Background: an optimization exercise with open tools, aiming at small area. Do not read the settings as production practice. Function not checked in this run: the RTL went through the layout flow alone. Power is estimated from default activity; no workload was simulated.

**design/flow/flow/run.sh**
```bash
#!/bin/bash
set -euo pipefail
bash standard.sh "BUFFER_PORTS_ARGS=-buffer_cell sky130_fd_sc_hd__buf_1" finish > standard_flow.log 2>&1
```
**design/flow/standard.sh**
```bash
#!/bin/bash
# synth_recipe.tcl (not shown) runs the flow's synth.tcl, then flattens the netlist and writes it again
# the make line also repeats each setting of config.mk as NAME=value (left out here)
make -C /OpenROAD-flow-scripts/flow DESIGN_CONFIG=/design/flow/config.mk WORK_HOME=/design/flow/orfs CLKGATE_MAP_FILE= SYNTH_SCRIPT=/design/flow/synth_recipe.tcl "${@:-finish}"
```
**design/flow/config.mk**
```make
export PLATFORM = sky130hd
export DESIGN_NAME = rc5_decoder
export DESIGN_NICKNAME = rc5_decoder
export VERILOG_FILES = /design/flow/design.v
export SDC_FILE = /design/flow/constraint.sdc
export NUM_CORES = 4
export LEC_CHECK = 0
export CAP_MARGIN = 20
export CORE_MARGIN = 2
export CORE_UTILIZATION = 40
export SLEW_MARGIN = 20
export SYNTH_HIERARCHICAL = 1
export SYNTH_MINIMUM_KEEP_SIZE = 0
```
**design/flow/constraint.sdc**
```tcl
create_clock -name core_clock -period 8.0 [get_ports {clk}]
set_input_delay 1.6000 -clock core_clock [delete_from_list [all_inputs] [get_ports {clk}]]
set_output_delay 1.6000 -clock core_clock [all_outputs]
set_load 0.01 [all_outputs]
```
**design/flow/design.v**
```verilog
module rc5_decoder (
    input  wire        clk,
    input  wire        rst,           
    input  wire        req_valid,
    input  wire [35:0] req,
    input  wire [31:0] LOW_BOUND,
    input  wire [31:0] HIGH_BOUND,
    output wire [16:0] rsp,
    output wire        available,
    output wire        evt_en,
    output wire        tick_clr
);
    reg        p1, p0;
    reg [13:0] sh;
    wire [2:0]  op    = req[35:33];
    wire [31:0] ticks = req[31:0];
    wire [15:0] w     = req[15:0];
    wire        en_r  = p1 | p0;
    wire        avail = !p1 && !p0 && sh[13];
    assign available = avail;
    assign evt_en    = en_r;
    wire [32:0] lc, hc;
    assign lc[0] = 1'b1;
    assign hc[0] = 1'b0;
    genvar i;
    generate
        for (i = 0; i < 32; i = i + 1) begin : g_cmp
            if (i % 2 == 0) begin : g_even
                wire lb_n, hb_n, l_and, l_or, h_and, h_or;
                rc5_inv   u_li (.a(LOW_BOUND[i]),  .y(lb_n));
                rc5_inv   u_hi (.a(HIGH_BOUND[i]), .y(hb_n));
                rc5_nor2  u_la (.a(ticks[i]), .b(lb_n), .y(l_and));
                rc5_nand2 u_lo (.a(ticks[i]), .b(lb_n), .y(l_or));
                rc5_nor2  u_ha (.a(ticks[i]), .b(hb_n), .y(h_and));
                rc5_nand2 u_ho (.a(ticks[i]), .b(hb_n), .y(h_or));
                rc5_o21ai u_lc (.a1(l_and), .a2(lc[i]), .b1(l_or), .y(lc[i+1]));
                rc5_o21ai u_hc (.a1(h_and), .a2(hc[i]), .b1(h_or), .y(hc[i+1]));
            end else begin : g_odd
                wire t_n, l_nor, l_nand, h_nor, h_nand;
                rc5_inv   u_ti (.a(ticks[i]), .y(t_n));
                rc5_nor2  u_lo (.a(t_n), .b(LOW_BOUND[i]),  .y(l_nor));
                rc5_nand2 u_la (.a(t_n), .b(LOW_BOUND[i]),  .y(l_nand));
                rc5_nor2  u_ho (.a(t_n), .b(HIGH_BOUND[i]), .y(h_nor));
                rc5_nand2 u_ha (.a(t_n), .b(HIGH_BOUND[i]), .y(h_nand));
                rc5_o21ai u_lc (.a1(l_nor), .a2(lc[i]), .b1(l_nand), .y(lc[i+1]));
                rc5_o21ai u_hc (.a1(h_nor), .a2(hc[i]), .b1(h_nand), .y(hc[i+1]));
            end
        end
    endgenerate
    wire        is_long = !lc[32] && hc[32];
    wire        evd     = !op[2] && (op[1] ^ op[0]);        
    wire        deliver = req_valid && evd && en_r;
    wire        is_arm  = req_valid && !op[2] && op[1] && op[0];
    wire        e_long  = op[0] ? is_long : req[1];
    wire        e_pulse = op[0] ? req[32] : req[0];
    wire        b       = sh[0];       
    wire        full    = sh[13];      
    wire        last    = sh[12];      
    wire        ok      = p0 ? (e_pulse == b) : (!e_long && (e_pulse != b));
    wire        emit    = !p0 || e_long;
    wire        err     = !ok || (emit && full);
    wire        done    = p0 ? (b && (e_long ? last : full)) : (!b && last);
    wire        step    = deliver && p1;
    wire        clr     = rst || is_arm || (step && err);
    wire        shift   = deliver && (!p1 || emit);
    wire        sft     = shift && !clr;
    wire        hold    = !shift && !clr;
    wire        nbit    = b ^ p0;
    wire [13:0] sh_in   = {sh[12:0], nbit};
    wire [13:0] sh_nx;
    genvar k;
    generate
        for (k = 0; k < 14; k = k + 1) begin : g_sh
            rc5_a22o u_sh (.a1(sft), .a2(sh_in[k]), .b1(hold), .b2(sh[k]), .y(sh_nx[k]));
        end
    endgenerate
    wire        p1_nx   = !rst && !is_arm && (deliver ? (!p1 || (!err && !done)) : p1);
    wire        p0_nx   = !rst && (is_arm || (deliver ? (!p1 || err || (!done && emit)) : p0));
    always @(posedge clk) begin
        p1 <= p1_nx;
        p0 <= p0_nx;
        sh <= sh_nx;
    end
    wire        g       = !rst && req_valid && op[2];
    wire        take    = g && !op[1] && !op[0] && avail;
    wire        xcmd    = g && !op[1] &&  op[0];
    wire        xtog    = g &&  op[1] && !op[0];
    wire        xaddr   = g &&  op[1] &&  op[0];
    assign rsp[16]    = g && (op[1] || op[0] || avail);
    assign rsp[15:14] = 2'b00;
    generate
        for (k = 6; k < 14; k = k + 1) begin : g_rw
            rc5_and2 u_r (.a(take), .b(sh[k]), .y(rsp[k]));
        end
        for (k = 1; k < 5; k = k + 1) begin : g_rc
            rc5_a222o u_r (.a1(take), .a2(sh[k]), .b1(xcmd), .b2(w[k]), .c1(xaddr), .c2(w[k+6]), .y(rsp[k]));
        end
    endgenerate
    rc5_a22o  u_r5 (.a1(take), .a2(sh[5]), .b1(xcmd), .b2(w[5]), .y(rsp[5]));
    rc5_a2222o u_r0 (.a1(take), .a2(sh[0]), .b1(xcmd), .b2(w[0]), .c1(xtog), .c2(w[11]),
                     .d1(xaddr), .d2(w[6]), .y(rsp[0]));
    assign tick_clr = !rst && deliver;
endmodule
module rc5_inv (input wire a, output wire y);
    assign y = ~a;
endmodule
module rc5_nand2 (input wire a, input wire b, output wire y);
    assign y = ~(a & b);
endmodule
module rc5_nor2 (input wire a, input wire b, output wire y);
    assign y = ~(a | b);
endmodule
module rc5_and2 (input wire a, input wire b, output wire y);
    assign y = a & b;
endmodule
module rc5_o21ai (input wire a1, input wire a2, input wire b1, output wire y);
    assign y = ~((a1 | a2) & b1);
endmodule
module rc5_a22o (input wire a1, input wire a2, input wire b1, input wire b2, output wire y);
    assign y = (a1 & a2) | (b1 & b2);
endmodule
module rc5_a222o (input wire a1, input wire a2, input wire b1, input wire b2,
                  input wire c1, input wire c2, output wire y);
    assign y = (a1 & a2) | (b1 & b2) | (c1 & c2);
endmodule
module rc5_a2222o (input wire a1, input wire a2, input wire b1, input wire b2,
                   input wire c1, input wire c2, input wire d1, input wire d2, output wire y);
    assign y = (a1 & a2) | (b1 & b2) | (c1 & c2) | (d1 & d2);
endmodule
```
==> run summary <==
per-layer routing:
metal / track usage, % / wire, um
met1: 25.9 / 2570
met2: 36.1 / 2450
met4: 3.23 / 27
met3: 1.10 / 375
met5: 0 / 0
cell usage after synthesis, types with 2 or more instances:
| cell | number | area, um2 |
|---|---|---|
| a31oi_1 | 2 | 12.5 |
| inv_1 | 57 | 214 |
| and3b_2 | 2 | 20.0 |
| nor2_1 | 69 | 259 |
| a222oi_1 | 4 | 40.0 |
| a22o_1 | 15 | 131 |
| conb_1 | 2 | 7.51 |
| nor3_1 | 2 | 10.0 |
| and2_1 | 8 | 50.1 |
| mux2i_1 | 2 | 20.0 |
| xor2_1 | 2 | 17.5 |
| dfxtp_1 | 16 | 320 |
| a22oi_1 | 2 | 15.0 |
| o21ai_1 | 64 | 320 |
| buf_4 | 2 | 15.0 |
| nand3b_1 | 2 | 15.0 |
| nand2_1 | 72 | 270 |
| a21oi_1 | 2 | 10.0 |
where the power goes:
part           switching (mW)  internal [mW]  total, mW
sequential            0.00111         0.0801     0.0812
combinational          0.0492         0.0377     0.0869
clock                  0.0256         0.0435     0.0691
registers in the layout (all words and copies together) (netlist names):
name	flops
p1	1
p0	1
sh	14
final timing paths:
kind                                  endpoint  cells past startpoint      startpoint
worst max-delay path             sh[4]$_DFF_P_                     41          req[0]
worst min-delay path            sh[11]$_DFF_P_                      1  sh[11]$_DFF_P_
worst max register to register   sh[4]$_DFF_P_                      6   sh[0]$_DFF_P_
worst min register to register  sh[11]$_DFF_P_                      1  sh[11]$_DFF_P_
cells by family (layout without fill, tap and decap cells):
kind of cell	Yosys count	count (layout)	share of synthesized area, %
AND/OR/NAND/NOR	166	166	36.8
multiplexers	3	3	1.63
buffers and inverters	60	183	12.5
adder cells (fa/ha/maj)	1	1	0.651
AO/OA/AOI/OAI	96	96	30.4
XOR/XNOR	2	2	0.911
flip-flops	16	16	16.7
other	2	4	0.391
critical path: cells and delay by family:
kind / cells / cell delay [ns]
simple gates: 5 / 0.77
buf+inv: 2 / 0.41
compound gates: 34 / 3.91
Yosys stat by module, one instance, submodules excluded, a selection:
module | cells | flip-flops and latches | copies in the design | area [um2]
rc5_decoder | 72 | 16 | 1 | 687
rc5_inv | 1 | 0 | 48 | 3.75
rc5_a22o | 1 | 0 | 15 | 8.76
rc5_and2 | 1 | 0 | 8 | 6.26
rc5_nand2 | 1 | 0 | 64 | 3.75
rc5_o21ai | 1 | 0 | 64 | 5.00
cell type report:
type	instances	area (um2)
Fill cell	518	2180
Multi-Input combinational cell	272	1390
Inverter	57	214
Tap cell	54	67.6
Timing Repair Buffer	122	465
Clock buffer	4	55.1
Sequential cell	16	320
through the flow:
stage / cells / setup slack (ns) / area, um2 / util, %
CTS: 525 / 1.44 / 2500 / 53.3
floorplan: 348 / 1.71 / 1930 / -
detailed placement: 521 / 1.19 / 2440 / 52.1
global route: 525 / 0.773 / 2510 / 53.4
global placement: 521 / 1.27 / 2440 / 52.1
finish: 525 / 1.51 / 2510 / 53.4
==> flow_summary.json <==
{
  "status": "finished clean",
  "worstPathRequired_ns": 8.19,
  "cp-start-kind": "input pin",
  "crit_path_frequent_cell": "o21ai_1",
  "synth_area_per_cell_um2": 5.56,
  "viasPerCell": 4.78,
  "cts_setup_buffers": 0,
  "final_nets": 576,
  "rsz0062_at_grt": "no",
  "grt_antenna_before_repair": 0,
  "synth_edf_count": 0,
  "num_rows": 25,
  "crit_fanout": 14,
  "ant_nets": 0,
  "end_kind": "flop",
  "dpl.hpwl_mm": 4.64,
  "drv_cap": 0,
  "ys_types": 39,
  "vias": 2511,
  "gp_routability_congestion": 0.869,
  "diodes": 0,
  "peakVddDrop_v": 0.000119,
  "cts-resized-gates": 0,
  "drt_iter0_drc": 82,
  "power_density_mw_per_mm2": 94.6,
  "hp-class": "flop to flop",
  "die_h_um": 73.3,
  "synth_ff_type": "dfxtp_1",
  "die_area_mm2": 0.00538,
  "grt_pass1_wl_mm": 8.67,
  "ys_seq_elements": 16,
  "drt-total-wl_mm": 5.43,
  "synthCells": 346,
  "grt_max_degree": 15,
  "grt_usage_pct": 19.8,
  "slowest_stage": "a41o_1",
  "clk_pin_slew_ns": 0.06,
  "fmax_mhz": 154,
  "async_reset_ff_share_pct": 0,
  "port_buffers": 120,
  "htreeDepth": 1,
  "cts_tree": "done",
  "crit_type": "input pin to flop",
  "crit_arrival_ns": 6.68,
  "ys_seq_area_share_pct": 16.7,
  "syn_area_mm2": 0.00192,
  "fp.dieW_um": 73.3,
  "start_util_pct": 41.0,
  "crit_path_max_incr_delay_ns": 0.27,
  "drc": 0,
  "final_hold_viol_count": 0,
  "report.final.slew_viol_count": 0,
  "worstMarginPinSlew_ns": 0.701,
  "drive_above_1_share_pct": 2.97,
  "clock-sinks": 16,
  "first_global_vias": 2078,
  "total_power_mw": 0.237,
  "clock_skew_ns": 0.00164,
  "fin_crit_sh_pct": 81.1,
  "core_mm2": 0.00469,
  "finalSetupViolations": 0,
  "rrSetupSlack_ns": 6.29,
  "io_pins": 123,
  "dr.pass1.iters": 5,
  "period_minus_slack_ns": 6.49,
  "post_drt_wl_per_cell_um": 10.3,
  "gr-total-overflow": 0,
  "ys_warn_count": 7,
  "hold_buffers": 0,
  "layout_common_cells": "120 x buf_1, 72 x nand2_1, 69 x nor2_1",
  "setup_tns_ns": 0,
  "max_slew_margin_pct": 52.9,
  "clockBufferDepth": 2,
  "leakage_nw": 1.20,
  "clockRootBuffer": "clkbuf_8",
  "clock_latency_ns": 0.24,
  "final_common_cell": "buf_1",
  "cts_made_buffers": 3,
  "syn2layout_area_growth_pct": 30.4,
  "hold_ws_ns": 0.495
}

[static timing again, ports no longer ideal]
Ports are ideal in the flow. The routed layout listed here was re-timed in OpenROAD.
Step 1, drivers: a clkbuf_16 drives clk and a buf_2 each remaining input, both assumed.
Step 2 times the ports against the registers' clock, not the clock port: input delays grow and output delays shrink by t, the midpoint of the rising clock arrivals with the driver on.
Three values: ideal ports, drivers, drivers and shift; two values: the first two.
t (ns): 0.262
setup WS [ns]: 1.510 / 1.508 / 1.247
clock arrival spread, ns: 0.001 / 0.001
After both steps this run still meets setup and hold. The setup slack of this run moves by -0.002 ns with the drivers and by -0.263 ns with both steps.
